Background: an optimization exercise with open tools, aiming at small area and a short achievable clock period. Do not read the settings as production practice. Where RTL was checked, it was by simulation tests only, not by an equivalence proof against the original. The RTL of runs 1 to 4 was laid out without a check of its function. Power and IR drop assume default switching activity.

==> design.v <==
module frame_codec (
    input  wire        clk,
    input  wire        rst,           
    input  wire        cmd_valid,
    input  wire [7:0]  cmd_op,
    input  wire [7:0]  cmd_arg,       
    input  wire [63:0] cmd_value,     
    output reg         resp_valid,
    output wire [7:0]  resp_status,
    output wire [63:0] resp_data,
    output reg         pay_valid,
    output reg  [7:0]  pay_byte,
    output wire [15:0] frm_version,
    output wire [15:0] frm_flags,
    output wire [63:0] frm_sequence,
    output wire [63:0] frm_reserved
);
    localparam [1:0] S_HEADER  = 2'd0;
    localparam [1:0] S_PAYLOAD = 2'd1;
    localparam [1:0] S_RESYNC  = 2'd2;
    localparam [1:0] S_CLOSED  = 2'd3;
    localparam [3:0] R_OK        = 4'b0000;
    localparam [3:0] R_NEED_MORE = 4'b0001;
    localparam [3:0] R_HEADER_OK = 4'b0010;
    localparam [3:0] R_FRAME     = 4'b0011;
    localparam [3:0] R_INV_HDR   = 4'b0100;
    localparam [3:0] R_BAD_VER   = 4'b0101;
    localparam [3:0] R_TOO_LARGE = 4'b0110;
    localparam [3:0] R_CRC_MISM  = 4'b0111;
    localparam [3:0] R_CLOSED    = 4'b1000;
    localparam [3:0] R_ILLEGAL   = 4'b1100;
    function [31:0] crc_t;
        input [7:0] d;
        integer k;
        reg [31:0] a;
        begin
            a = {24'd0, d};
            for (k = 0; k < 8; k = k + 1)
                a = a[0] ? ((a >> 1) ^ 32'hEDB88320) : (a >> 1);
            crc_t = a;
        end
    endfunction
    function [31:0] crc_zeros;
        input [31:0] x;
        input integer n;
        integer k;
        reg [31:0] a;
        begin
            a = x;
            for (k = 0; k < 8 * n; k = k + 1)
                a = a[0] ? ((a >> 1) ^ 32'hEDB88320) : (a >> 1);
            crc_zeros = a;
        end
    endfunction
    reg [31:0] cfg_magic;
    reg [15:0] cfg_ver;
    reg [12:0] cfg_max;           
    reg [31:0] crc_acc;
    reg [1:0]  st;
    reg [12:0] cnt;               
    reg        fresh;             
    reg        err_nz;            
    reg [1:0]  err_lo;
    reg [31:0] rx_crc;            
    reg [31:0] h_magic;
    reg [15:0] h_ver;
    reg [15:0] h_flags;
    reg [63:0] h_seq;
    reg [12:0] h_size;
    reg        h_big;             
    reg [63:0] h_resv;
    reg [31:0] h_crc;
    reg [3:0]  rs;                
    reg [31:0] rdata;             
    wire [7:0] b = cmd_arg;
    wire take = cmd_valid & ~rst;
    wire op_crc_init  = (cmd_op == 8'h01);
    wire op_crc_byte  = (cmd_op == 8'h02);
    wire op_crc_read  = (cmd_op == 8'h04);
    wire op_rx_start  = (cmd_op == 8'h30);
    wire op_rx_byte   = (cmd_op == 8'h31);
    wire op_rx_eos    = (cmd_op == 8'h32);
    wire op_cfg_read  = (cmd_op == 8'h40);
    wire op_cfg_write = (cmd_op == 8'h41);
    wire in_hdr = (st == S_HEADER);
    wire in_pay = (st == S_PAYLOAD);
    wire in_rsy = (st == S_RESYNC);
    wire in_cls = (st == S_CLOSED);
    wire [5:0] c6 = cnt[5:0];
    wire zero_b  = in_hdr & c6[5];                    
    wire last35  = in_hdr & (c6 == 6'd35);
    wire rsy3    = in_rsy & (c6 == 6'd3);
    wire pay_end = (cnt == 13'd1);
    wire [12:0] cnt_dec = cnt - 13'd1;
    wire magic_lo_eq = (h_magic[23:0] == cfg_magic[23:0]);
    wire magic_bad = ~magic_lo_eq | (h_magic[31:24] != cfg_magic[31:24]);
    wire ver_bad   = (h_ver > cfg_ver);
    wire size_bad  = h_big | (h_size > cfg_max);
    wire size_zero = (h_size == 13'd0);
    wire win_match = magic_lo_eq & (b == cfg_magic[31:24]);
    wire [31:0] rx_base  = rx_crc | {32{fresh}};
    wire [31:0] rx_step  = {8'h00, rx_base[31:8]} ^ crc_t(rx_base[7:0] ^ (zero_b ? 8'h00 : b));
    wire [31:0] acc_step = {8'h00, crc_acc[31:8]} ^ crc_t(crc_acc[7:0] ^ b);
    wire        rsy_drop = rsy3 & ~win_match;
    wire [31:0] drop_w0  = crc_zeros({24'd0, h_magic[7:0]}, 4) ^
                           crc_zeros(32'hFFFFFFFF, 4) ^ crc_zeros(32'hFFFFFFFF, 3);
    wire [31:0] rx_next  = rx_step ^ (drop_w0 & {32{rsy_drop}});
    wire [31:0] crc_want = {last35 ? b : h_crc[31:24], h_crc[23:0]};
    wire        crc_ok   = ((rx_step ^ 32'hFFFFFFFF) == crc_want);
    wire v_big = (|cmd_value[63:13]) | (cmd_value[12] & (|cmd_value[11:0]));
    wire [12:0] v_max = v_big ? 13'd4096 : cmd_value[12:0];
    wire r_cfg_ok = (cmd_arg[7:2] == 6'd0);                   
    wire r_rd_ok  = r_cfg_ok | (cmd_arg == 8'h04) | (cmd_arg == 8'h10) | (cmd_arg == 8'h11);
    wire [5:0]  hdr_count   = in_pay ? 6'd36 : c6;
    wire [21:0] status_view = {hdr_count, 3'b000, err_nz, 2'b00, err_lo, 6'd0, st};
    wire [12:0] remain      = in_pay ? cnt : 13'd0;
    wire [31:0] acc_view    = crc_acc ^ {32{op_crc_read}};
    reg  [31:0] rdata_n;
    always @(*) begin
        if (op_crc_read)
            rdata_n = acc_view;
        else if (op_cfg_read) begin
            if (cmd_arg[4])
                rdata_n = cmd_arg[0] ? {19'd0, remain} : {10'd0, status_view};
            else if (cmd_arg[2])
                rdata_n = 32'd4096;
            else case (cmd_arg[1:0])
                2'd0: rdata_n = cfg_magic;
                2'd1: rdata_n = {16'd0, cfg_ver};
                2'd2: rdata_n = {19'd0, cfg_max};
                default: rdata_n = acc_view;
            endcase
        end else
            rdata_n = {19'd0, h_size};                
    end
    wire cap = in_hdr | (in_rsy & (c6[5:2] == 4'd0) & (c6 != 6'd3));
    always @(posedge clk) begin
        if (cap) begin
            case (c6)
                6'd0:  h_magic[7:0]   <= b;
                6'd1:  h_magic[15:8]  <= b;
                6'd2:  h_magic[23:16] <= b;
                6'd3:  h_magic[31:24] <= b;
                6'd4:  h_ver[7:0]     <= b;
                6'd5:  h_ver[15:8]    <= b;
                6'd6:  h_flags[7:0]   <= b;
                6'd7:  h_flags[15:8]  <= b;
                6'd8:  h_seq[7:0]     <= b;
                6'd9:  h_seq[15:8]    <= b;
                6'd10: h_seq[23:16]   <= b;
                6'd11: h_seq[31:24]   <= b;
                6'd12: h_seq[39:32]   <= b;
                6'd13: h_seq[47:40]   <= b;
                6'd14: h_seq[55:48]   <= b;
                6'd15: h_seq[63:56]   <= b;
                6'd16: h_size[7:0]    <= b;
                6'd17: h_size[12:8]   <= b[4:0];
                6'd24: h_resv[7:0]    <= b;
                6'd25: h_resv[15:8]   <= b;
                6'd26: h_resv[23:16]  <= b;
                6'd27: h_resv[31:24]  <= b;
                6'd28: h_resv[39:32]  <= b;
                6'd29: h_resv[47:40]  <= b;
                6'd30: h_resv[55:48]  <= b;
                6'd31: h_resv[63:56]  <= b;
                6'd32: h_crc[7:0]     <= b;
                6'd33: h_crc[15:8]    <= b;
                6'd34: h_crc[23:16]   <= b;
                6'd35: h_crc[31:24]   <= b;
                default: ;
            endcase
        end
        if (in_hdr && c6 == 6'd17)
            h_big <= |b[7:5];
        if (take && op_rx_byte && in_hdr && c6 >= 6'd18 && c6 <= 6'd23)
            h_big <= h_big | (|b);
        if (take && op_rx_byte && rsy3) begin
            if (win_match)
                h_magic[31:24] <= b;
            else
                h_magic[23:0] <= {b, h_magic[23:8]};
        end
    end
    always @(posedge clk) begin
        resp_valid <= take;
        pay_valid  <= take & op_rx_byte & in_pay;
        pay_byte   <= b;
        rdata      <= rdata_n;
        rs         <= R_ILLEGAL;
        if (take) begin
            if (op_crc_init) begin
                crc_acc <= 32'hFFFFFFFF;
                rs <= R_OK;
            end
            if (op_crc_byte) begin
                crc_acc <= acc_step;
                rs <= R_OK;
            end
            if (op_crc_read)
                rs <= R_OK;
            if (op_cfg_read)
                rs <= r_rd_ok ? R_OK : R_ILLEGAL;
            if (op_cfg_write) begin
                rs <= r_cfg_ok ? R_OK : R_ILLEGAL;
                if (cmd_arg == 8'h00) cfg_magic <= cmd_value[31:0];
                if (cmd_arg == 8'h01) cfg_ver   <= cmd_value[15:0];
                if (cmd_arg == 8'h02) cfg_max   <= v_max;
                if (cmd_arg == 8'h03) crc_acc   <= cmd_value[31:0];
            end
            if (op_rx_start) begin
                st     <= S_HEADER;
                cnt    <= 13'd0;
                fresh  <= 1'b1;
                err_nz <= 1'b0;
                err_lo <= 2'd0;
                rs     <= R_OK;
            end
            if (op_rx_eos) begin
                st    <= S_CLOSED;
                cnt   <= 13'd0;
                fresh <= 1'b1;
                rs    <= R_CLOSED;
            end
            if (op_rx_byte) begin
                if (!in_cls)
                    rx_crc <= rx_next;
                if (in_cls) begin
                    rs <= R_CLOSED;
                end else if (in_pay) begin
                    if (pay_end) begin
                        cnt   <= 13'd0;
                        fresh <= 1'b1;
                        if (crc_ok) begin
                            st <= S_HEADER;
                            rs <= R_FRAME;
                        end else begin
                            st <= S_RESYNC; err_nz <= 1'b1; err_lo <= 2'd3; rs <= R_CRC_MISM;
                        end
                    end else begin
                        cnt   <= cnt_dec;
                        fresh <= 1'b0;
                        rs    <= R_NEED_MORE;
                    end
                end else begin
                    rs <= R_NEED_MORE;
                    if (rsy3) begin
                        if (win_match) begin
                            cnt   <= 13'd4;
                            fresh <= 1'b0;
                            st    <= S_HEADER;
                        end
                    end else if (last35) begin
                        cnt   <= 13'd0;
                        fresh <= 1'b1;
                        if (magic_bad) begin
                            st <= S_RESYNC; err_nz <= 1'b1; err_lo <= 2'd0; rs <= R_INV_HDR;
                        end else if (ver_bad) begin
                            st <= S_RESYNC; err_nz <= 1'b1; err_lo <= 2'd1; rs <= R_BAD_VER;
                        end else if (size_bad) begin
                            st <= S_RESYNC; err_nz <= 1'b1; err_lo <= 2'd2; rs <= R_TOO_LARGE;
                        end else if (!size_zero) begin
                            cnt   <= h_size;
                            fresh <= 1'b0;
                            st    <= S_PAYLOAD;
                            rs    <= R_HEADER_OK;
                        end else if (crc_ok) begin
                            rs <= R_FRAME;
                        end else begin
                            st <= S_RESYNC; err_nz <= 1'b1; err_lo <= 2'd3; rs <= R_CRC_MISM;
                        end
                    end else begin
                        cnt   <= {7'd0, c6 + 6'd1};
                        fresh <= 1'b0;
                    end
                end
            end
        end
        if (rst) begin
            cfg_magic  <= 32'h44535746;
            cfg_ver    <= 16'd1;
            cfg_max    <= 13'd4096;
            crc_acc    <= 32'hFFFFFFFF;
            st         <= S_HEADER;
            cnt        <= 13'd0;
            fresh      <= 1'b1;
            err_nz     <= 1'b0;
            err_lo     <= 2'd0;
            resp_valid <= 1'b0;
            pay_valid  <= 1'b0;
        end
    end
    assign resp_status = {2'b00, rs[3], rs[2], 2'b00, rs[1], rs[0]};
    assign resp_data   = {32'd0, rdata};
    assign frm_version  = h_ver;
    assign frm_flags    = h_flags;
    assign frm_sequence = h_seq;
    assign frm_reserved = h_resv;
endmodule
==> run.sh <==
#!/bin/bash
# synth_recipe.tcl (not shown) runs the flow's synth.tcl, then flattens the netlist and writes it again
# the make line also repeats each setting of config.mk as NAME=value (left out here)
make -C /OpenROAD-flow-scripts/flow DESIGN_CONFIG=/design/flow/config.mk WORK_HOME=/design/flow/orfs CLKGATE_MAP_FILE= SYNTH_SCRIPT=/design/flow/synth_recipe.tcl finish
==> config.mk <==
export PLATFORM = sky130hd
export DESIGN_NAME = frame_codec
export DESIGN_NICKNAME = frame_codec
export VERILOG_FILES = /design/flow/design.v
export SDC_FILE = /design/flow/constraint.sdc
export NUM_CORES = 4
export LEC_CHECK = 0
export CAP_MARGIN = 20
export CORE_MARGIN = 2
export CORE_UTILIZATION = 40
export CTS_BUF_LIST = sky130_fd_sc_hd__clkbuf_4 sky130_fd_sc_hd__clkbuf_8
export SETUP_SLACK_MARGIN = 2.0
export SLEW_MARGIN = 20
==> constraint.sdc <==
create_clock -name core_clock -period 5.0 [get_ports {clk}]
set_input_delay 1.0000 -clock core_clock [delete_from_list [all_inputs] [get_ports {clk}]]
set_output_delay 1.0000 -clock core_clock [all_outputs]
set_load 0.01 [all_outputs]
==> reports/qor.csv, run 1 <==
stage,metric,value,unit
global_route,met3 Use GR,0.05580,
global_route,met2 usage,0.4165,
clocking,clk buf depth,3,
clocking,CTS tree,built,
timing,post-route setup TNS,0,ns
outcome,status,finished clean,
placement,I/O Buffers,288,
worst_setup_path,worst-path cell chain,buf_4 > nor3b_4 > buf_12 > or3_1 > and2_1 > xnor2_4 > xnor3_1 > o2111ai_1 > nor3_1 > o2111ai_1 > nor3_4 > buf_12 > o22ai_1 > a32o_1,
power_and_ir_drop,Net Sw Power,2.244,mW
cells_and_area,fill cell count,4679,
timing,Final Worst Setup Slack,1.484,ns
yosys,"FFs w/ async S/R, synth",0,
power_and_ir_drop,peak supply drop,0.0002318,V
worst_setup_path,"Largest delay share family, worst path",simple AND/OR/NAND/NOR gates,
placement,hpwl dp,53030,um
worst_setup_path,Worst Path Required,5.59,ns
power_and_ir_drop,Seq pwr share,0.459,
floorplan,# rows,84,
worst_setup_path,CP endpoint kind,flop,
timing,hold slack,0.4581,ns
clocking,Clock Tree Root,clkbuf_8,
power_and_ir_drop,logic gate share of total power,0.133,
drt,drt total wl,76950,um
power_and_ir_drop,PD cells,302.4,nW/um^2
worst_setup_path,crit path buf inv count,3,
timing,final hold viol count,0,
clocking,H-tree depth reported by CTS,3,
worst_setup_path,CP Max Fanout,17,
cells_and_area,multi-input logic area,9958,um^2
cells_and_area,register area,10960,um^2
power_and_ir_drop,Leakage,9.751,nW
timing,Least-Margin Pin Slew,1.068,ns
drt,ANT nets after route,0,
timing,worst slew margin relative to its limit,0.2779,
timing,clk_skew,0.05290,ns
worst_setup_path,critical path startpoint category,flop,
floorplan,I/O pins,325,
cells_and_area,"commonest non-fill, non-tap cell in the layout",clkdlybuf4s50_1,
floorplan,starting density of the core,0.4045,
timing,Final setup viols,0,
floorplan,Die Wd,234.8,um
yosys,Mapped Cells,2041,
power_and_ir_drop,Sw Ratio,0.2695,
global_route,global-route wire length before repair,110900,um
min_path,min-delay worst type,reg2reg,
cells_and_area,layout cells sized above 1,0.1542,
drt,number of DRC markers in iteration 0,1916,
timing,RSZ-0062 raised after global routing,yes,
drt,DR vias/cell,5.576,
floorplan,Core ar.,52660,um^2
worst_setup_path,Worst path slowest cell,or3_1,
yosys,mean post-synth cell area,10.44,um^2
yosys,Synth cell types,83,
clocking,CTS Buf Count,75,
cells_and_area,P&R area growth vs syn,29.26,%
power_and_ir_drop,clock share of power,0.408,
clocking,clk latency of the worst-skew pair,0.70,ns
cells_and_area,layout net count,2529,
worst_setup_path,CP arrival,4.10,ns
power_and_ir_drop,total power,8.327,mW
yosys,Post-synth EDFFs,238,
global_route,Tot GR Track Use,0.2681,
drt,TritonRoute pass-1 iters,5,
timing,Tmin final,3.516,ns
worst_setup_path,WS Path Type,reg2reg,
global_route,largest net degree at the start of global routing,84,
placement,GP Congestion,0.9153,
placement,pre-CTS WS,0.4885,ns
global_route,total grt overflow,0,
timing,fin. max-slew vios,0,
global_route,number of global-route vias before repair,16840,
yosys,Yosys Warn Count,1,
cells_and_area,post-route cell area,27530,um^2
drt,drt wl/cell,24.35,um
yosys,Post-synth top flop,edfxtp_1,
power_and_ir_drop,P_int,6.083,mW
global_route,met1 Usage GRT,0.3674,
global_route,gr busiest metal,met2,
placement,placed inst area,24930,um^2
drt,vias,17620,
yosys,synthesized area,21300,um^2
clocking,clk sinks,428,
yosys,#FFs+latches synth,428,
cells_and_area,"commonest cells after routing, fill and taps aside","clkdlybuf4s50_1 (277), nand2_1 (269), edfxtp_1 (238)",
floorplan,Die Area,55120,um^2
clocking,"Clk pin slew, worst setup/hold paths",0.07,ns
worst_setup_path,crit-path max cell delay,0.37,ns
job,max_cap viols,0,
global_route,initial antenna violation count,5,
floorplan,DIE HEIGHT,234.8,um
yosys,sequential share of the synthesized area,0.5141,
drt,DR DRC count,0,
timing,final period utilization,0.7031,
timing,f_max,0.2844,GHz
==> power groups by stage <==
stage / clock, mW / sequential (mW) / combinational (mW)
2_1_floorplan: 0 / 3.87 / 0.726
3_3_place_gp: 0 / 3.90 / 1.01
3_5_place_dp: 0 / 3.90 / 1.01
4_1_cts: 3.45 / 3.82 / 1.07
5_1_grt: 3.59 / 3.83 / 1.17
6_report: 3.40 / 3.82 / 1.11
==> timing repair <==
item	CTS	global route
pin swaps	45	17
endpoints found under the setup margin	209	118
hold buffers	0	0
resized for setup	54	52
gates cloned	0	1
buffers inserted	43	23
==> layer usage <==
| layer | part of all wire | vias up | routed length, um |
|---|---|---|---|
| met5 | 0 | - | 0 |
| met4 | 0.035 | 0 | 2672 |
| met3 | 0.083 | 159 | 6406 |
| met2 | 0.46 | 871 | 35240 |
| met1 | 0.42 | 8640 | 32640 |
| li1 | - | 7950 | - |
==> through the flow <==
step,utilization,std cells
2_1_floorplan,-,2076
3_3_place_gp,0.4734,2956
3_5_place_dp,0.4734,2956
4_1_cts,0.5148,3135
5_1_grt,0.5229,3160
6_report,0.5229,3160
==> layout make-up <==
cell class	count	area share
repair buffers	417	0.1454
inverters	49	0.007044
clock buffers	103	0.04717
diodes	1	0.00009088
multi-input cells	1441	0.3617
well taps	688	0.03126
clock inverters	33	0.009316
flip-flops and latches	428	0.3981
==> final timing paths <==
check	from	end	slack, ns	cells past startpoint
max reg2reg	st[1]$_SDFFE_PP0P_	err_lo[0]$_SDFFE_PP0P_	1.48	14
max	st[1]$_SDFFE_PP0P_	err_lo[0]$_SDFFE_PP0P_	1.48	14
min	cfg_ver[15]$_SDFFE_PP0P_	cfg_ver[15]$_SDFFE_PP0P_	0.46	2
min reg2reg	cfg_ver[15]$_SDFFE_PP0P_	cfg_ver[15]$_SDFFE_PP0P_	0.46	2
==> state kept, by name, indices dropped and copies added (netlist names), 16 cells and up <==
name and cells:
crc_acc 32, cfg_ver 16, h_resv 64, h_crc 32, h_magic 32, rx_crc 32
h_flags 16, cfg_magic 32, h_seq 64, h_ver 16, rdata 32
==> Yosys cell counts (4+ instances only) <==
library cell	count	area (um^2)
nor2_1	135	506.7
and2_1	25	156.4
nor3_1	27	135.1
o21ai_0	108	540.5
a211oi_1	10	75.07
and3_1	11	68.82
mux2i_1	20	200.2
mux4_2	5	112.6
nor4_1	33	206.5
xor2_4	4	110.1
a21o_1	8	60.06
edfxtp_1	238	7147
buf_4	36	270.3
nand2b_1	10	62.56
o21a_1	7	52.55
clkbuf_1	106	397.9
xnor2_2	6	97.59
mux2_2	12	135.1
xnor2_4	4	110.1
o22ai_1	32	200.2
nand3_1	59	295.3
or3_1	9	56.30
nor3b_1	5	37.54
o211ai_1	23	172.7
xor2_1	83	727.0
nor2b_1	8	50.05
a31oi_1	6	37.54
o31ai_1	5	37.54
inv_1	46	172.7
xnor2_1	184	1612
xnor3_1	14	315.3
buf_1	10	37.54
ha_1	34	425.4
nand2_1	273	1025
nand4_1	19	118.9
dfxtp_1	190	3804
a22oi_1	39	292.8
o221ai_1	35	306.5
a21oi_1	91	455.4
a32o_1	4	40.04
==> worst register-to-register path, cell delays in order, from the launching register on <==
cell	delay (ns)
dfxtp_1	0.35
buf_4	0.29
nor3b_4	0.09
buf_12	0.14
or3_1	0.37
and2_1	0.31
xnor2_4	0.34
xnor3_1	0.27
o2111ai_1	0.13
nor3_1	0.20
o2111ai_1	0.21
nor3_4	0.20
buf_12	0.15
o22ai_1	0.09
a32o_1	0.26
==> cells by family after synthesis <==
group / count (synthesis) / share of synthesized area
adder cells (fa/ha/maj): 34 / 0.01997
flip-flops: 428 / 0.5141
other: 1 / 0.0001760
buffers and inverters: 207 / 0.04446
XOR/XNOR: 297 / 0.1414
AO/OA/AOI/OAI: 393 / 0.1169
AND/OR/NAND/NOR: 644 / 0.1420
multiplexers: 37 / 0.02103
==> run 2, diff against run 1 <==
--- a/config.mk
+++ b/config.mk
@@ -9,5 +9,5 @@
 export CORE_MARGIN = 2
 export CORE_UTILIZATION = 40
 export CTS_BUF_LIST = sky130_fd_sc_hd__clkbuf_4 sky130_fd_sc_hd__clkbuf_8
-export SETUP_SLACK_MARGIN = 2.0
+export SETUP_SLACK_MARGIN = 2.6
 export SLEW_MARGIN = 20
==> run 2 against run 1 <==
  * Highest routed layer unchanged
  * Total power rose by 7.5%
  * Clock skew fell by 0.021 ns
  * Via count rose by 8.0%
  * Still clean on timing, DRC and antenna
  * Sequential power barely moved
  * Global-route usage rose by 2.1 points
  * Largest cell class is now multi-input gates
  * Final area rose by 14%
==> reports/qor.csv, run 2 <==
stage,metric,value,unit
global_route,largest net degree at the start of global routing,84,
timing,Final Worst Setup Slack,1.556,ns
timing,Tmin final,3.444,ns
clocking,clk buf depth,3,
drt,ANT nets after route,0,
floorplan,I/O pins,325,
min_path,min-delay worst type,reg2reg,
worst_setup_path,CP endpoint kind,flop,
yosys,Post-synth top flop,edfxtp_1,
clocking,H-tree depth reported by CTS,3,
clocking,clk sinks,428,
drt,vias,19030,
yosys,mean post-synth cell area,10.44,um^2
worst_setup_path,crit path buf inv count,3,
drt,number of DRC markers in iteration 0,2363,
floorplan,DIE HEIGHT,234.8,um
yosys,"top cells by area, synth","edfxtp_1 (34%), dfxtp_1 (18%), xnor2_1 (7.6%)",
drt,drt wl/cell,25.94,um
placement,GP Congestion,0.9385,
clocking,CTS Buf Count,76,
worst_setup_path,Worst Path Required,5.56,ns
timing,final period utilization,0.6888,
timing,final hold viol count,0,
cells_and_area,post-route cell area,31380,um^2
cells_and_area,layout cells sized above 1,0.3142,
drt,DR DRC count,0,
cells_and_area,top flop regs,"h_resv (64), h_seq (64)",
floorplan,Core ar.,52660,um^2
timing,Least-Margin Pin Slew,0.9502,ns
cells_and_area,P&R area growth vs syn,47.32,%
clocking,clk latency of the worst-skew pair,0.68,ns
cells_and_area,"commonest non-fill, non-tap cell in the layout",edfxtp_1,
worst_setup_path,crit-path max cell delay,0.47,ns
worst_setup_path,"Largest delay share family, worst path",simple AND/OR/NAND/NOR gates,
yosys,Post-synth EDFFs,238,
clocking,Clock Tree Root,clkbuf_8,
outcome,status,finished clean,
drt,drt total wl,86170,um
worst_setup_path,critical path startpoint category,input pin,
worst_setup_path,CP arrival,4.00,ns
worst_setup_path,CP Max Fanout,8,
global_route,number of global-route vias before repair,17830,
yosys,sequential share of the synthesized area,0.5141,
timing,worst slew margin relative to its limit,0.3665,
placement,I/O Buffers,288,
global_route,initial antenna violation count,2,
global_route,total grt overflow,0,
floorplan,starting density of the core,0.4045,
power_and_ir_drop,Leakage,11.98,nW
placement,placed inst area,25440,um^2
clocking,"Clk pin slew, worst setup/hold paths",0.07,ns
global_route,global-route wire length before repair,119800,um
timing,post-route setup TNS,0,ns
timing,fin. max-slew vios,0,
yosys,Synth cell types,83,
yosys,#FFs+latches synth,428,
floorplan,Die Area,55120,um^2
power_and_ir_drop,total power,8.953,mW
worst_setup_path,worst-path cell chain,buf_4 > clkinvlp_4 > or3_4 > nand2_4 > xnor3_2 > xnor3_1 > xor2_1 > nor4_2 > nand3_1 > nor3_4 > buf_12 > o22ai_2 > a32o_1,
clocking,CTS tree,built,
placement,pre-CTS WS,0.7125,ns
yosys,Mapped Cells,2041,
yosys,top post-synthesis cells by count,"nand2_1 (273), edfxtp_1 (238), dfxtp_1 (190)",
floorplan,Die Wd,234.8,um
worst_setup_path,Worst path slowest cell,xnor3_2,
cells_and_area,layout net count,2686,
yosys,most numerous cell in the Yosys netlist,nand2_1,
yosys,"area leader, netlist",edfxtp_1,
global_route,Tot GR Track Use,0.2893,
cells_and_area,Util after Layout,0.5960,
yosys,synthesized area,21300,um^2
power_and_ir_drop,PD cells,285.3,nW/um^2
drt,TritonRoute pass-1 iters,6,
yosys,share of the synthesized area in the top cell type,0.3355,
cells_and_area,"commonest cells after routing, fill and taps aside","edfxtp_1 (238), nand2_1 (200), buf_4 (170)",
timing,clk_skew,0.03161,ns
placement,hpwl dp,53550,um
timing,Final setup viols,0,
job,max_cap viols,0,
worst_setup_path,WS Path Type,in2reg,
power_and_ir_drop,peak supply drop,0.0002358,V
yosys,"FFs w/ async S/R, synth",0,
timing,RSZ-0062 raised after global routing,yes,
drt,DR vias/cell,5.727,
floorplan,# rows,84,
yosys,Yosys Warn Count,1,
timing,f_max,0.2904,GHz
run 2: power by group:
part | internal, mW | leakage, nW | switching, mW | total (mW)
Clock | 2.04 | 0.908 | 1.59 | 3.63
Combinational | 0.698 | 7.38 | 0.802 | 1.50
Sequential | 3.77 | 3.70 | 0.0553 | 3.82
run 2: area by class of cell:
type	count	area, um^2
Inverter	49	202.7
Clock inverter	23	259.0
Antenna cell	2	5.005
Timing Repair Buffer	566	5689
Multi-Input combinational cell	1448	11900
Fill cell	4325	21270
Clock buffer	118	1449
Sequential cell	428	11020
Tap cell	688	860.8
run 2: metrics by stage:
stage                     cells  hold WS, ns
after global routing       3321       0.4719
after global placement     2941       0.4484
after floorplan            2076       0.4391
final                      3322       0.4701
after detailed placement   2941       0.4520
after CTS                  3233       0.4616
run 2: final timing paths:
kind	startpoint	endpoint	slack (ns)	depth (start not counted)
worst max-delay path	cmd_arg[4]	err_lo[1]$_SDFFE_PP0P_	1.56	13
worst min register to register	cfg_ver[15]$_SDFFE_PP0P_	cfg_ver[15]$_SDFFE_PP0P_	0.47	2
worst max register to register	st[1]$_SDFFE_PP0P_	err_lo[1]$_SDFFE_PP0P_	1.58	14
worst min-delay path	cfg_ver[15]$_SDFFE_PP0P_	cfg_ver[15]$_SDFFE_PP0P_	0.47	2
run 2: routing by layer:
layer / vias to the layer above / share of wire / GRT usage
met4: 0 / 0.040 / 0.08976
met1: 9440 / 0.40 / 0.3924
met3: 243 / 0.091 / 0.06133
met5: - / 0 / 0
met2: 1069 / 0.47 / 0.4639
li1: 8274 / - / -
run 2: what timing repair did:
item,CTS,global route
setup buffers,140,73
hold endpoints to repair,0,0
gates cloned,11,14
pin swaps,91,112
gates resized for setup,497,306
hold buffers,0,0
setup endpoints to repair,529,291
run 2: cell families (layout without fill, tap and decap cells):
| group | count (synthesis) | count (layout) | share of synthesized area |
|---|---|---|---|
| adder cells (fa/ha/maj) | 34 | 34 | 0.01997 |
| AO/OA/AOI/OAI | 393 | 393 | 0.1169 |
| AND/OR/NAND/NOR | 644 | 651 | 0.1420 |
| flip-flops | 428 | 428 | 0.5141 |
| multiplexers | 37 | 37 | 0.02103 |
| XOR/XNOR | 297 | 297 | 0.1414 |
| other | 1 | 38 | 0.0001760 |
| buffers and inverters | 207 | 756 | 0.04446 |
run 2: tightest hold or removal path, cell delays in order (launching register included):
cell and delay, ns:
dfxtp_1 0.31, nand2_1 0.06, a21oi_1 0.05
==> run 3, diff against run 2 <==
--- a/design.v
+++ b/design.v
@@ -59,6 +59,10 @@
     reg [1:0]  st;
     reg [12:0] cnt;               
     reg        fresh;             
+    reg        zb;                
+    reg        l35;               
+    reg        r3;                
+    reg        pe;                
     reg        err_nz;            
     reg [1:0]  err_lo;
     reg [31:0] rx_crc;            
@@ -87,10 +91,10 @@
     wire in_rsy = (st == S_RESYNC);
     wire in_cls = (st == S_CLOSED);
     wire [5:0] c6 = cnt[5:0];
-    wire zero_b  = in_hdr & c6[5];                    
-    wire last35  = in_hdr & (c6 == 6'd35);
-    wire rsy3    = in_rsy & (c6 == 6'd3);
-    wire pay_end = (cnt == 13'd1);
+    wire zero_b  = zb;
+    wire last35  = l35;
+    wire rsy3    = r3;
+    wire pay_end = pe;
     wire [12:0] cnt_dec = cnt - 13'd1;
     wire magic_lo_eq = (h_magic[23:0] == cfg_magic[23:0]);
     wire magic_bad = ~magic_lo_eq | (h_magic[31:24] != cfg_magic[31:24]);
@@ -99,14 +103,15 @@
     wire size_zero = (h_size == 13'd0);
     wire win_match = magic_lo_eq & (b == cfg_magic[31:24]);
     wire [31:0] rx_base  = rx_crc | {32{fresh}};
-    wire [31:0] rx_step  = {8'h00, rx_base[31:8]} ^ crc_t(rx_base[7:0] ^ (zero_b ? 8'h00 : b));
+    wire [31:0] t_rx     = crc_t(rx_base[7:0] ^ (zero_b ? 8'h00 : b));
+    wire [31:0] rx_step  = {8'h00, rx_base[31:8]} ^ t_rx;
     wire [31:0] acc_step = {8'h00, crc_acc[31:8]} ^ crc_t(crc_acc[7:0] ^ b);
     wire        rsy_drop = rsy3 & ~win_match;
     wire [31:0] drop_w0  = crc_zeros({24'd0, h_magic[7:0]}, 4) ^
                            crc_zeros(32'hFFFFFFFF, 4) ^ crc_zeros(32'hFFFFFFFF, 3);
     wire [31:0] rx_next  = rx_step ^ (drop_w0 & {32{rsy_drop}});
-    wire [31:0] crc_want = {last35 ? b : h_crc[31:24], h_crc[23:0]};
-    wire        crc_ok   = ((rx_step ^ 32'hFFFFFFFF) == crc_want);
+    wire [31:0] crc_y    = {last35 ? ~b : ~h_crc[31:24], ~h_crc[23:0] ^ rx_base[31:8]};
+    wire        crc_ok   = (t_rx == crc_y);
     wire v_big = (|cmd_value[63:13]) | (cmd_value[12] & (|cmd_value[11:0]));
     wire [12:0] v_max = v_big ? 13'd4096 : cmd_value[12:0];
     wire r_cfg_ok = (cmd_arg[7:2] == 6'd0);                   
@@ -211,6 +216,7 @@
                 st     <= S_HEADER;
                 cnt    <= 13'd0;
                 fresh  <= 1'b1;
+                {zb, l35, r3, pe} <= 4'b0000;
                 err_nz <= 1'b0;
                 err_lo <= 2'd0;
                 rs     <= R_OK;
@@ -219,6 +225,7 @@
                 st    <= S_CLOSED;
                 cnt   <= 13'd0;
                 fresh <= 1'b1;
+                {zb, l35, r3, pe} <= 4'b0000;
                 rs    <= R_CLOSED;
             end
             if (op_rx_byte) begin
@@ -230,6 +237,7 @@
                     if (pay_end) begin
                         cnt   <= 13'd0;
                         fresh <= 1'b1;
+                        pe    <= 1'b0;
                         if (crc_ok) begin
                             st <= S_HEADER;
                             rs <= R_FRAME;
@@ -239,6 +247,7 @@
                     end else begin
                         cnt   <= cnt_dec;
                         fresh <= 1'b0;
+                        pe    <= (cnt == 13'd2);
                         rs    <= R_NEED_MORE;
                     end
                 end else begin
@@ -247,11 +256,13 @@
                         if (win_match) begin
                             cnt   <= 13'd4;
                             fresh <= 1'b0;
+                            r3    <= 1'b0;
                             st    <= S_HEADER;
                         end
                     end else if (last35) begin
                         cnt   <= 13'd0;
                         fresh <= 1'b1;
+                        {zb, l35} <= 2'b00;
                         if (magic_bad) begin
                             st <= S_RESYNC; err_nz <= 1'b1; err_lo <= 2'd0; rs <= R_INV_HDR;
                         end else if (ver_bad) begin
@@ -261,6 +272,7 @@
                         end else if (!size_zero) begin
                             cnt   <= h_size;
                             fresh <= 1'b0;
+                            pe    <= (h_size == 13'd1);
                             st    <= S_PAYLOAD;
                             rs    <= R_HEADER_OK;
                         end else if (crc_ok) begin
@@ -271,6 +283,9 @@
                     end else begin
                         cnt   <= {7'd0, c6 + 6'd1};
                         fresh <= 1'b0;
+                        zb    <= in_hdr & (c6 >= 6'd31);
+                        l35   <= in_hdr & (c6 == 6'd34);
+                        r3    <= in_rsy & (c6 == 6'd2);
                     end
                 end
             end
@@ -283,6 +298,7 @@
             st         <= S_HEADER;
             cnt        <= 13'd0;
             fresh      <= 1'b1;
+            {zb, l35, r3, pe} <= 4'b0000;
             err_nz     <= 1'b0;
             err_lo     <= 2'd0;
             resp_valid <= 1'b0;
==> flow/run.sh (new file) <==
#!/bin/bash
set -euo pipefail
bash standard.sh finish "BUFFER_PORTS_ARGS=-buffer_cell sky130_fd_sc_hd__buf_2" > make.log 2>&1
==> standard.sh (new file) <==
#!/bin/bash
# synth_recipe.tcl (not shown) runs the flow's synth.tcl, then flattens the netlist and writes it again
# the make line also repeats each setting of config.mk as NAME=value (left out here)
make -C /OpenROAD-flow-scripts/flow DESIGN_CONFIG=/design/flow/config.mk WORK_HOME=/design/flow/orfs CLKGATE_MAP_FILE= SYNTH_SCRIPT=/design/flow/synth_recipe.tcl "${@:-finish}"
--- a/config.mk
+++ b/config.mk
@@ -9,5 +9,5 @@
 export CORE_MARGIN = 2
 export CORE_UTILIZATION = 40
 export CTS_BUF_LIST = sky130_fd_sc_hd__clkbuf_4 sky130_fd_sc_hd__clkbuf_8
-export SETUP_SLACK_MARGIN = 2.6
+export SETUP_SLACK_MARGIN = 2.0
 export SLEW_MARGIN = 20
removed: run.sh
==> run 3 against run 2 <==
  * Clock power grew 3%
  * Critical path depth down 2
  * First-iteration DRC count down 25%
  * Sequential power rose by 2%
  * Largest power group unchanged
==> reports/qor.csv, run 3 <==
stage,metric,value,unit
placement,dpl cells,3043,
clocking,CTS Buf Count,78,
worst_setup_path,register-to-register setup slack,1.60,ns
timing,final period utilization,0.6838,
worst_setup_path,CP arrival,3.98,ns
floorplan,starting density of the core,0.4047,
placement,GP Congestion,0.9307,
worst_setup_path,Worst R2R End,st[1]$_SDFFE_PP0P_,
yosys,share of the synthesized area in the top cell type,0.3199,
min_path,worst hold path startpoint,h_magic[16]$_DFF_P_,
worst_setup_path,WS Path Type,in2reg,
yosys,Synth cell types,90,
yosys,mean post-synth cell area,10.71,um^2
yosys,Post-synth top flop,edfxtp_1,
clocking,CTS Hold Bufs,0,
floorplan,Die Area,57760,um^2
drt,number of DRC markers in iteration 0,1777,
drt,vias,18070,
timing,hold slack,0.4908,ns
cells_and_area,post-route cell area,27120,um^2
timing,f_max,0.2925,GHz
floorplan,# rows,86,
worst_setup_path,crit-path max cell delay,0.47,ns
clocking,clk latency of the worst-skew pair,0.70,ns
floorplan,I/O pins,325,
power_and_ir_drop,Leakage,10.13,nW
global_route,initial antenna violation count,3,
clocking,clk buf depth,3,
worst_setup_path,Worst path slowest cell,xnor3_2,
drt,DR DRC count,0,
timing,Final setup viols,0,
power_and_ir_drop,peak supply drop,0.0002274,V
power_and_ir_drop,logic gate share of total power,0.143,
global_route,largest net degree at the start of global routing,88,
timing,Final Worst Setup Slack,1.581,ns
global_route,total grt overflow,0,
cells_and_area,"commonest non-fill, non-tap cell in the layout",buf_2,
drt,Max Used Layer,met5,
worst_setup_path,Worst Path Required,5.57,ns
yosys,most numerous cell in the Yosys netlist,edfxtp_1,
power_and_ir_drop,clock share of power,0.421,
cells_and_area,Util after Layout,0.4912,
floorplan,Core ar.,55200,um^2
yosys,#FFs+latches synth,432,
job,max_cap viols,0,
cells_and_area,top flop regs,"h_resv (64), h_seq (64)",
clocking,Clock Tree Root,clkbuf_8,
yosys,sequential share of the synthesized area,0.4937,
yosys,top post-synthesis cells by count,"edfxtp_1 (238), xnor2_1 (228), nand2_1 (214)",
drt,met3 wire length,5057,um
drt,DRT met1 WL,34380,um
power_and_ir_drop,Sw Ratio,0.2674,
drt,TritonRoute pass-1 iters,5,
worst_setup_path,reg2reg start,rx_crc[5]$_DFFE_PP_,
drt,drt total wl,79410,um
worst_setup_path,worst-path cell chain,clkbuf_4 > xnor2_2 > nor2_4 > xnor3_2 > xnor2_2 > or4_1 > or4_1 > a2111o_1 > a2111o_1 > a32oi_1 > a311oi_1,
cells_and_area,final std cells w/o fill,3241,
worst_setup_path,critical path startpoint category,input pin,
min_path,min-delay worst type,reg2reg,
yosys,Yosys Warn Count,1,
clocking,CTS tree,built,
yosys,synthesized area,22340,um^2
yosys,Mapped Cells,2087,
timing,RSZ-0062 raised after global routing,yes,
min_path,hold path cells,2,
timing,Least-Margin Pin Slew,1.038,ns
placement,I/O Buffers,288,
clocking,clk sinks,432,
drt,metal2 WL,36850,um
timing,clk_skew,0.05171,ns
yosys,"FFs w/ async S/R, synth",0,
timing,worst slew margin relative to its limit,0.3056,
timing,fin. max-slew vios,0,
min_path,hold path endpoint,h_magic[8]$_DFF_P_,
power_and_ir_drop,total power,8.917,mW
worst_setup_path,CP Max Fanout,5,
power_and_ir_drop,P_int,6.533,mW
timing,final hold viol count,0,
drt,ANT nets after route,0,
placement,hpwl dp,56610,um
outcome,status,finished clean,
cells_and_area,"commonest cells after routing, fill and taps aside","buf_2 (283), edfxtp_1 (238), nand2_1 (213)",
timing,Tmin final,3.419,ns
power_and_ir_drop,Seq pwr share,0.436,
global_route,Tot GR Track Use,0.2706,
drt,DR vias/cell,5.576,
power_and_ir_drop,Net Sw Power,2.384,mW
placement,placed inst area,24520,um^2
cells_and_area,P&R area growth vs syn,21.37,%
clocking,H-tree depth reported by CTS,3,
timing,post-route setup TNS,0,ns
worst_setup_path,reg2reg path depth,11,
global_route,number of global-route vias before repair,17510,
yosys,"top cells by area, synth","edfxtp_1 (32%), dfxtp_1 (17%), xnor2_1 (8.9%)",
global_route,global-route wire length before repair,114600,um
yosys,"area leader, netlist",edfxtp_1,
power_and_ir_drop,PD cells,328.9,nW/um^2
yosys,Post-synth EDFFs,238,
floorplan,DIE HEIGHT,240.3,um
worst_setup_path,CP endpoint kind,flop,
clocking,"Clk pin slew, worst setup/hold paths",0.06,ns
cells_and_area,layout net count,2546,
cells_and_area,layout cells sized above 1,0.2669,
placement,pre-CTS WS,0.5963,ns
floorplan,Die Wd,240.3,um
drt,drt wl/cell,24.50,um
run 3: kinds of logic after synthesis:
| logic type | Yosys count | synth area share |
|---|---|---|
| buffers and inverters | 211 | 0.04743 |
| AOI/OAI and AO/OA | 355 | 0.1071 |
| and+or+nand+nor | 645 | 0.1400 |
| muxes | 73 | 0.04099 |
| xor gates and xnor gates | 336 | 0.1515 |
| adders and majority gates | 34 | 0.01904 |
| other | 1 | 0.0001678 |
| DFF | 432 | 0.4937 |
run 3: timing repair:
action                     4_1_cts  5_1_grt
cloned                           1        0
gates resized for setup         46       31
buffers inserted                39       14
pin swaps                       25       12
setup endpoints to repair      132      131
run 3: how the worst max path moves through the flow:
stage	start	to	slack, ns	depth (start not counted)
2_1_floorplan	cmd_arg[6]	st[1]$_SDFFE_PP0P_	1.24	10
3_3_place_gp	cmd_arg[6]	cfg_ver[0]$_SDFFE_PP1P_	0.60	10
3_5_place_dp	cmd_arg[6]	cfg_ver[0]$_SDFFE_PP1P_	0.60	10
4_1_cts	rx_crc[5]$_DFFE_PP_	st[1]$_SDFFE_PP0P_	1.58	11
5_1_grt	rx_crc[4]$_DFFE_PP_	st[1]$_SDFFE_PP0P_	1.42	11
6_report	cmd_arg[4]	st[1]$_SDFFE_PP0P_	1.58	11
run 3: per-layer routing:
metal	GRT usage	vias up
met2	0.4236	788
met5	0	-
met3	0.04237	175
met1	0.3721	9001
li1	-	8105
met4	0.1156	4
run 3: power by group through the flow:
stage | Combinational (mW) | Clock, mW | Sequential [mW]
floorplan | 0.915 | 0 | 3.91
global placement | 1.16 | 0 | 3.96
detailed placement | 1.17 | 0 | 3.96
CTS | 1.24 | 3.81 | 3.89
global route | 1.37 | 3.97 | 3.89
finish | 1.28 | 3.75 | 3.89
run 3: cell type report:
| class | count | area [um^2] |
|---|---|---|
| clock inverters | 26 | 302.8 |
| multi-input cells | 1479 | 10860 |
| inverters | 49 | 187.7 |
| clock buffers | 117 | 1454 |
| diodes | 1 | 2.502 |
| repair buffers | 389 | 2337 |
| fillers | 5091 | 28080 |
| well taps | 748 | 935.9 |
| flip-flops and latches | 432 | 11040 |
run 3: critical path: cells and delay by family:
family,cells,cell delay (ns)
compound gates,4,0.99
xor+xnor,3,0.80
buf+inv,1,0.17
simple gates,3,1.01
==> run 4, diff against run 3 <==
==> run.sh (new file) <==
#!/bin/bash
# synth_recipe.tcl (not shown) runs the flow's synth.tcl, then flattens the netlist and writes it again
# the make line also repeats each setting of config.mk as NAME=value (left out here)
make -C /OpenROAD-flow-scripts/flow DESIGN_CONFIG=/design/flow/config.mk WORK_HOME=/design/flow/orfs CLKGATE_MAP_FILE= SYNTH_SCRIPT=/design/flow/synth_recipe.tcl finish
removed: flow/run.sh
removed: standard.sh
==> run 4 against run 3 <==
  * Non-clock buffer count up 3
  * First-iteration DRC count is 16% higher
  * Sequential cell count unchanged
  * Sequential power about the same
  * Global-route usage increased by 0.68 points
  * Total power fell by 2.1%
  * Area after synthesis is the same
  * Via count shrank 0.79%
  * Maximum frequency down 2.8%
  * Utilization up 2.5 points
  * Combinational power about the same
  * Highest routed layer is now met4
==> reports/qor.csv, run 4 <==
stage,metric,value,unit
outcome,status,finished clean,
yosys,Mapped Cells,2087,
worst_setup_path,reg2reg path depth,10,
yosys,share of the synthesized area in the top cell type,0.3199,
worst_setup_path,CP Max Fanout,4,
worst_setup_path,register-to-register setup slack,1.51,ns
yosys,simple-gate portion of the synthesized area,0.1400,
yosys,multiplexer area fraction after synthesis,0.04099,
worst_setup_path,crit-path max cell delay,0.53,ns
cells_and_area,P&R area growth vs syn,27.67,%
floorplan,Die Area,57760,um^2
global_route,largest net degree at the start of global routing,88,
floorplan,starting density of the core,0.4047,
timing,final hold viol count,0,
cells_and_area,layout net count,2546,
min_path,worst hold path startpoint,cfg_ver[14]$_SDFFE_PP0P_,
min_path,min-delay worst type,reg2reg,
yosys,largest family of logic cells by synthesized area,XOR/XNOR gates,
cells_and_area,layout cells sized above 1,0.1606,
yosys,most numerous cell in the Yosys netlist,edfxtp_1,
timing,worst slew margin relative to its limit,0.3228,
yosys,Synth cell types,90,
global_route,total grt overflow,0,
clocking,clk sinks,432,
clocking,H-tree depth reported by CTS,3,
yosys,"area leader, netlist",edfxtp_1,
yosys,Yosys Warn Count,1,
cells_and_area,"commonest non-fill, non-tap cell in the layout",clkdlybuf4s50_1,
global_route,global-route wire length before repair,116800,um
floorplan,Die Wd,240.3,um
worst_setup_path,Crit path top cell by count,a2111o_1,
cells_and_area,post-route cell area,28520,um^2
min_path,hold path cells,2,
drt,vias,17930,
clocking,clk buf depth,3,
yosys,sequential share of the synthesized area,0.4937,
power_and_ir_drop,PD cells,306.1,nW/um^2
yosys,Post-synth EDFFs,238,
cells_and_area,multi-input logic area,10970,um^2
clocking,Clock Tree Root,clkbuf_8,
drt,ANT nets after route,0,
floorplan,I/O pins,325,
power_and_ir_drop,peak supply drop,0.0001883,V
floorplan,Core ar.,55200,um^2
global_route,Tot GR Track Use,0.2774,
timing,Tmin final,3.518,ns
worst_setup_path,critical path startpoint category,input pin,
min_path,hold path endpoint,cfg_ver[14]$_SDFFE_PP0P_,
placement,GP Congestion,0.9496,
clocking,CTS Hold Bufs,0,
yosys,Synth Area in Adders,0.01904,
power_and_ir_drop,Leakage,10.05,nW
yosys,#FFs+latches synth,432,
worst_setup_path,worst-path cell chain,buf_8 > buf_4 > nor2b_4 > xnor2_1 > xnor3_2 > xnor2_2 > nand2_1 > or4_4 > a2111o_1 > a2111o_1 > a32oi_1 > a311oi_1,
worst_setup_path,reg2reg start,rx_crc[1]$_DFFE_PP_,
placement,placed inst area,25900,um^2
clocking,CTS tree,built,
power_and_ir_drop,total power,8.732,mW
placement,hpwl dp,57250,um
floorplan,# rows,86,
worst_setup_path,Worst R2R End,st[1]$_SDFFE_PP0P_,
worst_setup_path,CP arrival,4.08,ns
yosys,synthesized area,22340,um^2
worst_setup_path,Worst Path Required,5.56,ns
timing,RSZ-0062 raised after global routing,yes,
clocking,"Clk pin slew, worst setup/hold paths",0.07,ns
yosys,mean post-synth cell area,10.71,um^2
timing,clk_skew,0.03895,ns
timing,f_max,0.2843,GHz
drt,DR DRC count,0,
clocking,CTS Buf Count,75,
placement,I/O Buffers,288,
drt,number of DRC markers in iteration 0,2058,
yosys,top post-synthesis cells by count,"edfxtp_1 (238), xnor2_1 (228), nand2_1 (214)",
global_route,initial antenna violation count,1,
timing,post-route setup TNS,0,ns
cells_and_area,"commonest cells after routing, fill and taps aside","clkdlybuf4s50_1 (278), edfxtp_1 (238), nand2_1 (212)",
cells_and_area,fill cell count,5008,
yosys,"FFs w/ async S/R, synth",0,
yosys,xor/xnor share of the synthesized area,0.1515,
clocking,clk latency of the worst-skew pair,0.68,ns
job,max_cap viols,0,
drt,TritonRoute pass-1 iters,5,
worst_setup_path,WS Path Type,in2reg,
global_route,number of global-route vias before repair,17290,
worst_setup_path,CP endpoint kind,flop,
cells_and_area,Util after Layout,0.5167,
cells_and_area,register area,11040,um^2
drt,drt wl/cell,25.11,um
timing,fin. max-slew vios,0,
drt,drt total wl,81170,um
timing,Least-Margin Pin Slew,1.012,ns
cells_and_area,top flop regs,"h_resv (64), h_seq (64)",
yosys,Post-synth top flop,edfxtp_1,
worst_setup_path,Worst path slowest cell,xnor3_2,
yosys,"top cells by area, synth","edfxtp_1 (32%), dfxtp_1 (17%), xnor2_1 (8.9%)",
timing,final period utilization,0.7036,
yosys,Synth Area in Compound Gates,0.1071,
floorplan,DIE HEIGHT,240.3,um
drt,DR vias/cell,5.546,
timing,Final setup viols,0,
## run 4: cell counts after synthesis
Identical to the previous run, type by type.
## run 4: cell families after synthesis
kind of cell,after synthesis
multiplexers,73
AO/OA/AOI/OAI,355
buffers and inverters,211
flip-flops,432
AND/OR/NAND/NOR,645
other,1
XOR/XNOR,336
adder cells (fa/ha/maj),34
## run 4: report_power, final
| part | switching (mW) | internal, mW | leakage (nW) |
|---|---|---|---|
| sequential | 0.0841 | 3.80 | 3.73 |
| combinational | 0.682 | 0.605 | 5.45 |
| clock | 1.58 | 1.97 | 0.867 |
## run 4: final cells by class
type	count	share of cell area
clock inverters	22	0.008686
diodes	1	0.00008773
inverters	49	0.006580
flip-flops and latches	432	0.3870
clock buffers	110	0.04891
multi-input cells	1479	0.3847
well taps	748	0.03281
repair buffers	392	0.1313
## run 4: per-layer routing
layer / part of all wire / GRT usage / wire length (um)
met5: 0 / 0 / 0
met4: 0.032 / 0.1060 / 2605
met3: 0.071 / 0.04191 / 5765
met1: 0.43 / 0.3850 / 34680
met2: 0.47 / 0.4369 / 38120
## run 4: timing repair
action                                  CTS  global route
resized for setup                        50            60
endpoints found under the setup margin   46           157
pin swaps                                21            25
hold endpoints to repair                  0             0
setup buffers                            32            23
gates cloned                              0             1
## run 4: how the worst max path moves through the flow
stage / from / endpoint / slack [ns] / cells after the start
5_1_grt: cmd_arg[5] / st[1]$_SDFFE_PP0P_ / 1.42 / 12
2_1_floorplan: cmd_arg[6] / st[1]$_SDFFE_PP0P_ / 1.24 / 10
4_1_cts: rx_crc[1]$_DFFE_PP_ / st[1]$_SDFFE_PP0P_ / 1.56 / 10
3_5_place_dp: cmd_arg[5] / st[1]$_SDFFE_PP0P_ / 0.67 / 12
6_report: cmd_arg[5] / st[1]$_SDFFE_PP0P_ / 1.48 / 12
3_3_place_gp: cmd_arg[3] / st[1]$_SDFFE_PP0P_ / 0.68 / 11
## run 4: critical path, delay by kind of cell
family / cells / cell delay, ns
xor+xnor: 3 / 0.96
simple gates: 3 / 0.85
buf+inv: 2 / 0.20
compound gates: 4 / 1.04
## run 4: per-stage QoR
stage	setup WS [ns]	instances	hold WS, ns
global placement	0.6823	3043	0.4799
detailed placement	0.6663	3043	0.4851
global route	1.420	3233	0.5219
CTS	1.559	3207	0.5007
finish	1.482	3233	0.4949
floorplan	1.245	2122	0.4332
==> run 5, diff against run 4 <==
--- a/design.v
+++ b/design.v
@@ -103,15 +103,21 @@
     wire size_zero = (h_size == 13'd0);
     wire win_match = magic_lo_eq & (b == cfg_magic[31:24]);
     wire [31:0] rx_base  = rx_crc | {32{fresh}};
-    wire [31:0] t_rx     = crc_t(rx_base[7:0] ^ (zero_b ? 8'h00 : b));
-    wire [31:0] rx_step  = {8'h00, rx_base[31:8]} ^ t_rx;
-    wire [31:0] acc_step = {8'h00, crc_acc[31:8]} ^ crc_t(crc_acc[7:0] ^ b);
+    wire [31:0] t_b      = crc_t(b);
+    wire [31:0] rx_m     = {8'h00, rx_base[31:8]} ^ crc_t(rx_base[7:0]);    
+    wire [31:0] rx_step  = rx_m ^ (zero_b ? 32'd0 : t_b);
+    wire [31:0] acc_step = {8'h00, crc_acc[31:8]} ^ crc_t(crc_acc[7:0]) ^ t_b;
     wire        rsy_drop = rsy3 & ~win_match;
     wire [31:0] drop_w0  = crc_zeros({24'd0, h_magic[7:0]}, 4) ^
                            crc_zeros(32'hFFFFFFFF, 4) ^ crc_zeros(32'hFFFFFFFF, 3);
     wire [31:0] rx_next  = rx_step ^ (drop_w0 & {32{rsy_drop}});
-    wire [31:0] crc_y    = {last35 ? ~b : ~h_crc[31:24], ~h_crc[23:0] ^ rx_base[31:8]};
-    wire        crc_ok   = (t_rx == crc_y);
+    wire        ok_pay   = ({rx_crc[31:8], rx_crc[7:0] ^ b} == h_crc);
+    wire        ok_zero  = ((rx_m ^ 32'hFFFFFFFF) == {b, h_crc[23:0]});
+    wire [31:0] crc_field_q = {h_crc[23:0], 8'h00} ^ 32'hf0958fd9 ^
+        ({32{b[0]}} & 32'hdb710641) ^ ({32{b[1]}} & 32'h6d930ac3) ^
+        ({32{b[2]}} & 32'hdb261586) ^ ({32{b[3]}} & 32'h6d3d2d4d) ^
+        ({32{b[4]}} & 32'hda7a5a9a) ^ ({32{b[5]}} & 32'h6f85b375) ^
+        ({32{b[6]}} & 32'hdf0b66ea) ^ ({32{b[7]}} & 32'h6567cb95);
     wire v_big = (|cmd_value[63:13]) | (cmd_value[12] & (|cmd_value[11:0]));
     wire [12:0] v_max = v_big ? 13'd4096 : cmd_value[12:0];
     wire r_cfg_ok = (cmd_arg[7:2] == 6'd0);                   
@@ -171,7 +177,6 @@
                 6'd32: h_crc[7:0]     <= b;
                 6'd33: h_crc[15:8]    <= b;
                 6'd34: h_crc[23:16]   <= b;
-                6'd35: h_crc[31:24]   <= b;
                 default: ;
             endcase
         end
@@ -179,6 +184,8 @@
             h_big <= |b[7:5];
         if (take && op_rx_byte && in_hdr && c6 >= 6'd18 && c6 <= 6'd23)
             h_big <= h_big | (|b);
+        if (take && op_rx_byte && last35)
+            h_crc <= crc_field_q;
         if (take && op_rx_byte && rsy3) begin
             if (win_match)
                 h_magic[31:24] <= b;
@@ -238,7 +245,7 @@
                         cnt   <= 13'd0;
                         fresh <= 1'b1;
                         pe    <= 1'b0;
-                        if (crc_ok) begin
+                        if (ok_pay) begin
                             st <= S_HEADER;
                             rs <= R_FRAME;
                         end else begin
@@ -275,7 +282,7 @@
                             pe    <= (h_size == 13'd1);
                             st    <= S_PAYLOAD;
                             rs    <= R_HEADER_OK;
-                        end else if (crc_ok) begin
+                        end else if (ok_zero) begin
                             rs <= R_FRAME;
                         end else begin
                             st <= S_RESYNC; err_nz <= 1'b1; err_lo <= 2'd3; rs <= R_CRC_MISM;
==> flow/run.sh (new file) <==
#!/bin/bash
set -euo pipefail
bash standard.sh finish "BUFFER_PORTS_ARGS=-buffer_cell sky130_fd_sc_hd__buf_2" > make.log 2>&1
==> standard.sh (new file) <==
#!/bin/bash
# synth_recipe.tcl (not shown) runs the flow's synth.tcl, then flattens the netlist and writes it again
# the make line also repeats each setting of config.mk as NAME=value (left out here)
make -C /OpenROAD-flow-scripts/flow DESIGN_CONFIG=/design/flow/config.mk WORK_HOME=/design/flow/orfs CLKGATE_MAP_FILE= SYNTH_SCRIPT=/design/flow/synth_recipe.tcl "${@:-finish}"
--- a/config.mk
+++ b/config.mk
@@ -9,5 +9,5 @@
 export CORE_MARGIN = 2
 export CORE_UTILIZATION = 40
 export CTS_BUF_LIST = sky130_fd_sc_hd__clkbuf_4 sky130_fd_sc_hd__clkbuf_8
-export SETUP_SLACK_MARGIN = 2.0
+export SETUP_SLACK_MARGIN = 2.4
 export SLEW_MARGIN = 20
removed: run.sh
==> run 5 against run 4 <==
  * Still clean
  * Clock skew down 0.012 ns
  * Critical path depth is 1 lower
  * Register-to-register slack gained 0.32 ns
  * Die area increased by 4.6%
  * Wire length up 9.3%
  * Combinational power increased by 26%
  * Total power is 2.1% higher
  * Critical endpoint is now cnt[4]$_SDFFE_PP0P_
==> reports/qor.csv, run 5 <==
stage,metric,value,unit
clocking,clk latency of the worst-skew pair,0.67,ns
drt,drt total wl,88690,um
timing,worst slew margin relative to its limit,0.2833,
global_route,largest net degree at the start of global routing,75,
clocking,clk sinks,432,
timing,clk_skew,0.02743,ns
worst_setup_path,register-to-register setup slack,1.83,ns
timing,f_max,0.3155,GHz
floorplan,# rows,88,
yosys,most numerous cell in the Yosys netlist,xnor2_1,
placement,I/O Buffers,288,
yosys,Mapped Cells,2381,
yosys,Yosys Warn Count,1,
drt,drt wl/cell,25.03,um
worst_setup_path,CP arrival,3.72,ns
global_route,number of global-route vias before repair,19230,
worst_setup_path,crit path to,cnt[4]$_SDFFE_PP0P_,
worst_setup_path,reg2reg path depth,11,
yosys,#FFs+latches synth,432,
floorplan,Die Wd,245.8,um
worst_setup_path,reg2reg start,h_size[12]$_DFFE_PP_,
drt,vias,20220,
clocking,H-tree depth reported by CTS,3,
cells_and_area,layout net count,2844,
worst_setup_path,Worst R2R End,cnt[4]$_SDFFE_PP0P_,
yosys,Synth cell types,77,
yosys,Post-synth top flop,edfxtp_1,
clocking,Clock Tree Root,clkbuf_8,
clocking,CTS Hold Bufs,0,
clocking,CTS Buf Count,74,
timing,post-route setup TNS,0,ns
yosys,top post-synthesis cells by count,"xnor2_1 (358), nand2_1 (285), edfxtp_1 (238)",
floorplan,I/O pins,325,
drt,number of DRC markers in iteration 0,2400,
global_route,global-route wire length before repair,127600,um
drt,ANT nets after route,0,
yosys,share of the synthesized area in the top cell type,0.3057,
timing,Least-Margin Pin Slew,1.067,ns
worst_setup_path,CP endpoint kind,flop,
power_and_ir_drop,peak supply drop,0.0002003,V
drt,DR DRC count,0,
timing,final period utilization,0.6338,
yosys,mean post-synth cell area,9.819,um^2
placement,hpwl dp,61660,um
placement,GP Congestion,0.9670,
cells_and_area,"commonest cells after routing, fill and taps aside","xnor2_1 (332), buf_2 (281), nand2_1 (245)",
cells_and_area,"commonest non-fill, non-tap cell in the layout",xnor2_1,
clocking,clk buf depth,3,
timing,Final setup viols,0,
worst_setup_path,WS Path Type,reg2reg,
timing,RSZ-0062 raised after global routing,yes,
drt,DR vias/cell,5.705,
yosys,"FFs w/ async S/R, synth",0,
global_route,initial antenna violation count,1,
floorplan,Core ar.,57700,um^2
floorplan,starting density of the core,0.4052,
cells_and_area,top flop regs,"h_resv (64), h_seq (64)",
job,max_cap viols,0,
timing,Tmin final,3.169,ns
yosys,Post-synth EDFFs,238,
min_path,min-delay worst type,reg2reg,
floorplan,DIE HEIGHT,245.8,um
power_and_ir_drop,PD cells,307.3,nW/um^2
cells_and_area,P&R area growth vs syn,24.08,%
timing,fin. max-slew vios,0,
worst_setup_path,critical path startpoint category,flop,
worst_setup_path,CP Max Fanout,8,
yosys,sequential share of the synthesized area,0.4718,
drt,TritonRoute pass-1 iters,8,
floorplan,Die Area,60400,um^2
global_route,total grt overflow,0,
cells_and_area,layout cells sized above 1,0.2682,
power_and_ir_drop,total power,8.915,mW
yosys,"area leader, netlist",edfxtp_1,
worst_setup_path,Worst Path Required,5.55,ns
timing,final hold viol count,0,
yosys,"top cells by area, synth","edfxtp_1 (31%), dfxtp_1 (17%), xnor2_1 (13%)",
clocking,CTS tree,built,
power_and_ir_drop,Leakage,10.65,nW
cells_and_area,fill cell count,5322,
clocking,"Clk pin slew, worst setup/hold paths",0.07,ns
global_route,Tot GR Track Use,0.2860,
outcome,status,finished clean,
yosys,synthesized area,23380,um^2
worst_setup_path,crit path from,h_size[12]$_DFFE_PP_,
## run 5: cell count changes in the layout (fill, tap and decap cells not counted), sizes merged, moves of 32 or more
| cell | before | now |
|---|---|---|
| clkdlybuf4s50 | 278 | 0 |
| xnor2 | 234 | 362 |
| xor2 | 77 | 117 |
| nand2 | 215 | 285 |
| buf | 111 | 408 |
| o21ai | 81 | 113 |
| a21oi | 72 | 116 |
| mux2i | 42 | 9 |
## run 5: worst min-delay path by stage
stage	startpoint	end	slack (ns)	depth (start not counted)
floorplan	err_nz$_SDFFE_PP0P_	err_nz$_SDFFE_PP0P_	0.44	2
global placement	cfg_ver[15]$_SDFFE_PP0P_	cfg_ver[15]$_SDFFE_PP0P_	0.47	2
detailed placement	cfg_ver[5]$_SDFFE_PP0P_	cfg_ver[5]$_SDFFE_PP0P_	0.48	2
CTS	cfg_ver[5]$_SDFFE_PP0P_	cfg_ver[5]$_SDFFE_PP0P_	0.49	2
global route	cfg_ver[9]$_SDFFE_PP0P_	cfg_ver[9]$_SDFFE_PP0P_	0.50	2
finish	cfg_ver[14]$_SDFFE_PP0P_	cfg_ver[14]$_SDFFE_PP0P_	0.49	2
## run 5: critical path: stages, from the launching register on
cell	delay [ns]
edfxtp_1	0.52
nor4_1	0.34
nand3_1	0.19
nor2_1	0.75
nor2_1	0.16
inv_1	0.18
a2111oi_4	0.06
buf_4	0.18
buf_6	0.13
a221oi_2	0.25
nor2_1	0.07
o221a_2	0.23
## run 5: where the power goes
part / total [mW] / leakage, nW / internal (mW) / switching [mW]
Sequential: 3.96 / 3.73 / 3.84 / 0.115
Combinational: 1.62 / 6.13 / 0.664 / 0.958
Clock: 3.33 / 0.790 / 1.78 / 1.56
## run 5: what timing repair did
| item | in CTS | in global routing |
|---|---|---|
| gates resized for setup | 102 | 68 |
| endpoints found under the setup margin | 251 | 214 |
| buffers inserted | 55 | 23 |
| hold endpoints to repair | 0 | 0 |
| gates cloned | 4 | 1 |
| pin swaps | 39 | 23 |
## run 5: cell type report
type                            instances  area [um^2]  share of cell area
Antenna cell                            1        2.502          0.00008626
Timing Repair inverter                  1        7.507           0.0002588
Clock buffer                           97         1235             0.04257
Tap cell                              765        957.2             0.03299
Timing Repair Buffer                  410         2695             0.09290
Multi-Input combinational cell       1742        12500              0.4308
Inverter                               57        294.0             0.01014
Clock inverter                         39        269.0            0.009273
Sequential cell                       432        11050              0.3810
## run 5: kinds of logic after synthesis
logic type | share of synthesized area
xor+xnor | 0.1897
flops | 0.4718
mux | 0.01204
buf+inv | 0.04624
other cells | 0.0001604
compound gates | 0.1191
fa+ha+maj | 0.02301
simple gates | 0.1379
## run 5: metal layers
metal  GRT usage  vias to the layer above  part of all wire
met3     0.05140                      229             0.089
met1      0.3886                     9869              0.41
met5           0                        -                 0
met4      0.1360                        0             0.047
met2      0.4405                     1139              0.45
li1            -                     8981                 -
## run 5: stage by stage
| step | util | setup slack, ns | instances | hold WS, ns | cell area, um^2 |
|---|---|---|---|---|---|
| floorplan | - | 2.140 | 2416 | 0.4415 | 24450 |
| global placement | 0.4496 | 1.048 | 3324 | 0.4715 | 25940 |
| detailed placement | 0.4496 | 1.019 | 3324 | 0.4771 | 25940 |
| CTS | 0.4926 | 1.906 | 3519 | 0.4896 | 28420 |
| global route | 0.5028 | 1.784 | 3544 | 0.5014 | 29010 |
| finish | 0.5028 | 1.831 | 3544 | 0.4928 | 29010 |

afterwards: timing with drivers on the ports:
The flow's constraints put no driver on any port. The routed layouts listed below were extracted and timed again, unchanged, in two steps.
Step 1, drivers: a clkbuf_16 drives clk and a buf_2 each remaining input, both assumed.
Step 2 moves the port delays by t, midway between the first and last clock arrival at a register: inputs arrive t later, outputs are due t later. That takes back most of the time a late clock gives input paths.
Three values: ideal ports, drivers, drivers and shift; two values: the first two.
run | shift t [ns] | setup slack, ns | worst setup path at the end | worst register clock-pin slew, ns | worst data-port slew with drivers (ns)
run 1 | 0.734 | 1.484 / 1.484 / 0.867 | input to register | 0.07 / 0.07 | 0.12
run 2 | 0.722 | 1.556 / 1.577 / 0.867 | input to register | 0.07 / 0.07 | 0.07
run 3 | 0.732 | 1.581 / 1.533 / 0.801 | input to register | 0.07 / 0.07 | 0.15
run 4 | 0.722 | 1.482 / 1.447 / 0.725 | input to register | 0.07 / 0.07 | 0.10
run 5 | 0.718 | 1.831 / 1.831 / 1.238 | input to register | 0.07 / 0.07 | 0.15
After both steps every run listed still meets setup and hold. For run 3, which loses most, drivers alone change the setup slack by -0.048 ns; drivers and shift together by -0.780 ns.
